This is an optimization exercise on Yosys and OpenROAD, whose aim is small area, a short achievable clock period and few clock cycles per item, not a production implementation.
In this exercise RTL edits were held to simulation tests only and were not proved equivalent to the original.

run A:
## lz77_match_finder
module lz77_match_finder #(
    parameter W      = 256,    
    parameter MAXLEN = 255     
) (
    input  wire       clk,
    input  wire       rst,       
    input  wire       s_valid,
    output reg        s_ready,
    input  wire [7:0] s_data,
    input  wire       s_last,
    output reg        t_valid,
    input  wire       t_ready,
    output reg  [8:0] t_offset,
    output reg  [7:0] t_length,
    output reg  [7:0] t_char
);
Size in the first run: ~2,500 flip-flops.
export LEC_CHECK = 0
export CAP_MARGIN = 20
export CORE_MARGIN = 2
export CORE_UTILIZATION = 68
export CTS_CLUSTER_DIAMETER = 110
export CTS_CLUSTER_SIZE = 24
export SETUP_SLACK_MARGIN = 5.0
export SLEW_MARGIN = 20
create_clock -name core_clock -period 8.0 [get_ports {clk}]
standard.sh (not shown) runs the stock make flow with config.mk's settings and CLKGATE_MAP_FILE= SYNTH_SCRIPT=/design/flow/synth_recipe.tcl, a recipe that flattens the netlist after the stock synthesis.
==> flow/flow/run.sh <==
#!/bin/bash
# Own flow: the standard layout, with two repair settings changed.
#  - MATCH_CELL_FOOTPRINT=0 lets timing repair resize gates to any drive
#    strength (the platform default only swaps cells of the same width).
#  - SETUP_SLACK_MARGIN above 5 ns makes repair aim at a 2.6 ns period.
# The clock, the constraints and the synthesis are the standard flow's, unchanged.
set -euo pipefail
cd "$(dirname "$0")/.."
bash standard.sh MATCH_CELL_FOOTPRINT=0 SETUP_SLACK_MARGIN=5.4 finish > flow_make.log 2>&1
Having completed the whole flow, run A delivered a layout that passed the timing, design-rule and antenna checks.
Testbench counts of run A, summed over its fixed seeds: cycles 49,888, items 49,864.
The inputs of run B differ from those of run A as listed below.
# run A
export LEC_CHECK = 0
export CAP_MARGIN = 20
export CORE_MARGIN = 2
export CORE_UTILIZATION = 68
export CTS_CLUSTER_DIAMETER = 110
export CTS_CLUSTER_SIZE = 24
export SETUP_SLACK_MARGIN = 5.0
export SLEW_MARGIN = 20
create_clock -name core_clock -period 8.0 [get_ports {clk}]
# run B
export LEC_CHECK = 0
export CAP_MARGIN = 20
export CORE_MARGIN = 2
export CORE_UTILIZATION = 70
export CTS_CLUSTER_DIAMETER = 110
export CTS_CLUSTER_SIZE = 24
export SETUP_SLACK_MARGIN = 5.0
export SLEW_MARGIN = 20
create_clock -name core_clock -period 8.0 [get_ports {clk}]
--- a/flow/flow/run.sh
+++ b/flow/flow/run.sh
@@ -5 +5 @@
-#  - SETUP_SLACK_MARGIN above 5 ns makes repair aim at a 2.6 ns period.
+#  - SETUP_SLACK_MARGIN above 5 ns makes repair aim at a 2.85 ns period.
@@ -9 +9 @@
-bash standard.sh MATCH_CELL_FOOTPRINT=0 SETUP_SLACK_MARGIN=5.4 finish > flow_make.log 2>&1
+bash standard.sh MATCH_CELL_FOOTPRINT=0 SETUP_SLACK_MARGIN=5.15 finish > flow_make.log 2>&1
As of run B, non-clock buffer count had fallen by more than half compared to run A. Compared to run A, run B has number of diodes added for antenna fixing 1 lower. Worst-case clock skew | run B below run A. Comparing worst setup slack for run A and run B, the bigger number came from run A. Maximum fanout along the worst path: run B > run A. The lower via-per-instance ratio of run A and run B is in run B. Smallest hold slack essentially unchanged between run B and run A. | global-route wire length before repair | run B vs run A | 12 mm lower |.
Input changes introduced in run C (baseline for comparison: run B):
# run B
export LEC_CHECK = 0
export CAP_MARGIN = 20
export CORE_MARGIN = 2
export CORE_UTILIZATION = 70
export CTS_CLUSTER_DIAMETER = 110
export CTS_CLUSTER_SIZE = 24
export SETUP_SLACK_MARGIN = 5.0
export SLEW_MARGIN = 20
create_clock -name core_clock -period 8.0 [get_ports {clk}]
# run C
export LEC_CHECK = 0
export CAP_MARGIN = 20
export CORE_MARGIN = 2
export CORE_UTILIZATION = 68
export CTS_CLUSTER_DIAMETER = 110
export CTS_CLUSTER_SIZE = 24
export SETUP_SLACK_MARGIN = 5.0
export SLEW_MARGIN = 20
create_clock -name core_clock -period 8.0 [get_ports {clk}]
## What came out
Compared with run B, in run C placer congestion estimate barely changed; hold slack dropped 0.0035 ns; non-clock buffer count climbed 22.

-- re-timing with driven ports --
The results above use ideal ports. As a check the final layouts listed here were re-extracted and re-timed, cells and wires unchanged. Step 1 assumes that a clkbuf_16 drives the clock port and a buf_2 every other input. Step 2 times the ports against the registers' clock, not the clock port: input delays grow and output delays shrink by t, the midpoint of the rising clock arrivals with the driver on. Three values: no drivers, after step 1, after step 2; two values: the first two.
run | t, ns | setup WS [ns] | worst setup path at the end | worst register clock-pin slew, ns | cell pins on the clock port's net
run A | 0.867 | 5.150 / 5.069 / 4.650 | input to register | 0.10 / 0.10 | 1
run B | 0.849 | 5.042 / 5.042 / 4.483 | input to register | 0.10 / 0.10 | 1
run C | 0.861 | 5.065 / 5.065 / 4.514 | input to register | 0.10 / 0.10 | 1
After both steps every run listed still meets setup and hold. The setup slack of run B, which loses most, moves by 0.000 ns with the drivers and by -0.559 ns with both steps.
